Source: an optimization exercise on an open RTL-to-GDS flow (aim: small area, a short achievable clock period and few clock cycles). Production flows keep margins and buffers that such runs may drop.
At most, simulation tests tie the RTL to the original design; equivalence was not proved.

==> flow/design.v (excerpt) <==
module frame_codec (
    input  wire        clk,
    input  wire        rst,           
    input  wire        enc_start,
    input  wire        enc_abort,
    input  wire        enc_ext,
    input  wire        enc_dir,       
    input  wire [7:0]  enc_nt,
    input  wire [7:0]  enc_id,
    input  wire [7:0]  enc_attr,
    input  wire [7:0]  enc_opcode,
    input  wire [15:0] enc_pl_len,
    output wire [15:0] pl_addr,       
    input  wire [7:0]  pl_rdata,
    output wire        tx_valid,      
    output wire [7:0]  tx_data,
    input  wire        tx_ready,
    output wire [1:0]  enc_st,
    output wire [1:0]  enc_err,
    output wire [2:0]  enc_cause,
    output wire [15:0] enc_check,
    input  wire        dec_start,
    input  wire        dec_abort,
    input  wire        dec_dir,
    input  wire        rx_valid,      
    input  wire [7:0]  rx_data,
    output wire        rx_ready,
    output wire        dpl_we,        
    output wire [15:0] dpl_waddr,
    output wire [7:0]  dpl_wdata,
    output wire [1:0]  dec_st,
    output wire [1:0]  dec_err,
    output wire [2:0]  dec_cause,
    output reg  [7:0]  dec_nt,
    output reg         dec_ext,
    output reg  [7:0]  dec_id,
    output reg  [7:0]  dec_attr,
    output reg  [7:0]  dec_opcode,
    output wire [15:0] dec_pl_len,
    output wire [15:0] dec_check
);
export LEC_CHECK = 0
export CAP_MARGIN = 20
export CORE_MARGIN = 2
export CORE_UTILIZATION = 55
export CTS_CLUSTER_DIAMETER = 100
export CTS_CLUSTER_SIZE = 20
export SETUP_SLACK_MARGIN = 3.65
export SLEW_MARGIN = 20
create_clock -name core_clock -period 6.0 [get_ports {clk}]
standard.sh (not shown) runs the stock make flow with config.mk's settings and CLKGATE_MAP_FILE= SYNTH_SCRIPT=/design/flow/synth_recipe.tcl, a recipe that flattens the netlist after the stock synthesis.
==> flow/flow/run.sh <==
#!/bin/bash
# The standard layout, with every port buffered by a plain buffer (buf_1) instead of the
# delay buffer buffer_ports picks by default; repair upsizes it where timing needs.
set -euo pipefail
export BUFFER_PORTS_ARGS="-buffer_cell sky130_fd_sc_hd__buf_1"
bash standard.sh finish > standard.log 2>&1
Testbench counts at the start, summed over its fixed seeds: cycles 60,163.
Rerun with:
--- a/flow/design.v
+++ b/flow/design.v
@@ -67,24 +67,23 @@
     reg [1:0]  e_cause;
     reg        e_err;
     reg [10:0] e_n;
     reg        e_ext;
     reg [7:0]  e_nt, e_id, e_attr, e_opcode;
     reg [15:0] e_len;         
     reg [15:0] e_p;           
     reg [15:0] e_crc;         
     reg [7:0]  e_o;           
     reg        e_ov;          
     reg        e_og;          
-    reg [7:0]  e_s;           
-    reg        e_sv;
+    reg        e_sv;          
     reg        e_rv;          
     wire [3:0]  e_tab   = legacy_len(enc_dir, enc_opcode);
     wire        e_c1    = !enc_ext && enc_opcode == EXT_MARK;
     wire        e_c2    = !enc_ext && !e_tab[3];
     wire        e_c3    = enc_ext ? (enc_pl_len == 16'hFFFF) : (enc_pl_len != {13'd0, e_tab[2:0]});
     wire [1:0]  e_ncause = e_c1 ? 2'd1 : e_c2 ? 2'd2 : e_c3 ? 2'd3 : 2'd0;
     wire        e_fire  = e_ov && tx_ready;
     wire        e_free  = !e_ov || tx_ready;
     wire        e_pend  = e_sv || e_rv;
     wire        e_more  = e_p != e_len;
     wire        e_ldpay = e_free && e_n[N_PAY];
@@ -94,26 +93,26 @@
     wire [7:0]  e_sum   = e_crc[7:0] - e_o;
     wire [15:0] e_crcn  = e_ext ? e_crcs : {e_crc[15:8], e_sum};
     wire        e_topay = e_pend || e_more;       
     wire [7:0]  e_src =
         ({8{e_n[N_NT]}}    & e_nt) |
         ({8{e_n[N_MARK]}}  & (e_ext ? EXT_MARK : e_opcode)) |
         ({8{e_n[N_ID]}}    & e_id) |
         ({8{e_n[N_ATTR]}}  & e_attr) |
         ({8{e_n[N_LENLO]}} & e_pinc[7:0]) |
         ({8{e_n[N_LENHI]}} & e_pinc[15:8]) |
         ({8{e_n[N_OPC]}}   & e_opcode) |
-        ({8{e_n[N_PAY]}}   & (e_sv ? e_s : pl_rdata)) |
-        ({8{e_n[N_CHK1]}}  & (e_ext ? e_crcn[15:8] : e_crcn[7:0])) |
+        ({8{e_n[N_PAY]}}   & (e_sv ? e_id : pl_rdata)) |
+        ({8{e_n[N_CHK1]}}  & (e_ext ? e_crc[15:8] : e_crc[7:0])) |
         ({8{e_n[N_CHK2]}}  & (e_ext ? e_crc[7:0] : FRAME_END));
-    wire        e_srcv = !e_n[N_END] && (!e_n[N_PAY] || e_pend);
+    wire        e_srcv = !e_n[N_END] && (!e_n[N_PAY] || e_pend) && (!e_n[N_CHK1] || !e_ov);
     wire [10:0] e_nn;
     assign e_nn[N_NT]    = 1'b0;
     assign e_nn[N_MARK]  = e_n[N_NT];
     assign e_nn[N_ID]    = e_n[N_MARK] && e_ext;
     assign e_nn[N_ATTR]  = e_n[N_ID];
     assign e_nn[N_LENLO] = e_n[N_ATTR];
     assign e_nn[N_LENHI] = e_n[N_LENLO];
     assign e_nn[N_OPC]   = e_n[N_LENHI];
     assign e_nn[N_PAY]   = ((e_n[N_MARK] && !e_ext) || e_n[N_OPC]) ? e_topay : (e_n[N_PAY] && e_more);
     assign e_nn[N_CHK1]  = ((e_n[N_MARK] && !e_ext) || e_n[N_OPC]) ? !e_topay : (e_n[N_PAY] && !e_more);
     assign e_nn[N_CHK2]  = e_n[N_CHK1];
@@ -162,23 +161,23 @@
                 e_rv     <= 1'b0;
             end
         end else begin
             if (e_fire && e_og) e_crc <= e_crcn;
             if (e_free) begin
                 e_o  <= e_src;
                 e_og <= |e_n[N_PAY:N_NT];
                 if (e_srcv) e_n <= e_nn;
             end
             e_rv <= e_iss;
             if (e_sv ? !e_ldpay : (e_rv && !e_ldpay)) begin
-                if (!e_sv) e_s <= pl_rdata;
+                if (!e_sv) e_id <= pl_rdata;
                 e_sv <= 1'b1;
             end else
                 e_sv <= 1'b0;
             if (e_free && ((e_n[N_NT] && !e_ext) || e_n[N_LENHI]))
                 e_p <= 16'd0;
             else if (e_iss)
                 e_p <= e_pinc;
         end
     end
     localparam [3:0] D_HUNT = 4'd0, D_NT = 4'd1, D_OPC = 4'd2, D_XID = 4'd3, D_XATTR = 4'd4,
                      D_XLO = 4'd5, D_XHI = 4'd6, D_XOPC = 4'd7, D_PAY = 4'd8,
Result: The new run passed the timing, DRC and antenna checks; routed wire length rose by 4.1%; clock skew came out higher by 0.0042 ns; hold slack got worse by 0.013 ns; maximum frequency goes down by 3.7%; first-iteration DRC count falls by 5.1%.
Only the layout flow was run in the second run of this note; the RTL was not checked for function there.

-- static timing again, ports no longer ideal --
The flow's constraints put no driver on any port. The routed layouts listed below were extracted and timed again, unchanged, in two steps.
Step 1: set_driving_cell puts a clkbuf_16 on clk and a buf_2 on each other input, an assumption about the parent block.
Step 2 also shifts input and output timing later by t, the mid clock arrival at the registers, as if the neighbouring blocks saw the same clock.
Slacks: ideal ports / drivers / drivers and shift; pairs: ideal ports / drivers.
run | shift t [ns] | setup slack, ns | latest minus earliest clock arrival (ns) | worst register clock-pin slew, ns | worst data-port slew with drivers (ns)
the first run | 0.532 | 3.598 / 3.546 / 3.121 | 0.023 / 0.024 | 0.09 / 0.09 | 0.08
the second run | 0.527 | 3.507 / 3.516 / 2.989 | 0.020 / 0.020 | 0.09 / 0.09 | 0.09
After both steps setup and hold are still met in every run listed. For the second run, which loses most, drivers alone change the setup slack by +0.009 ns; drivers and shift together by -0.518 ns.
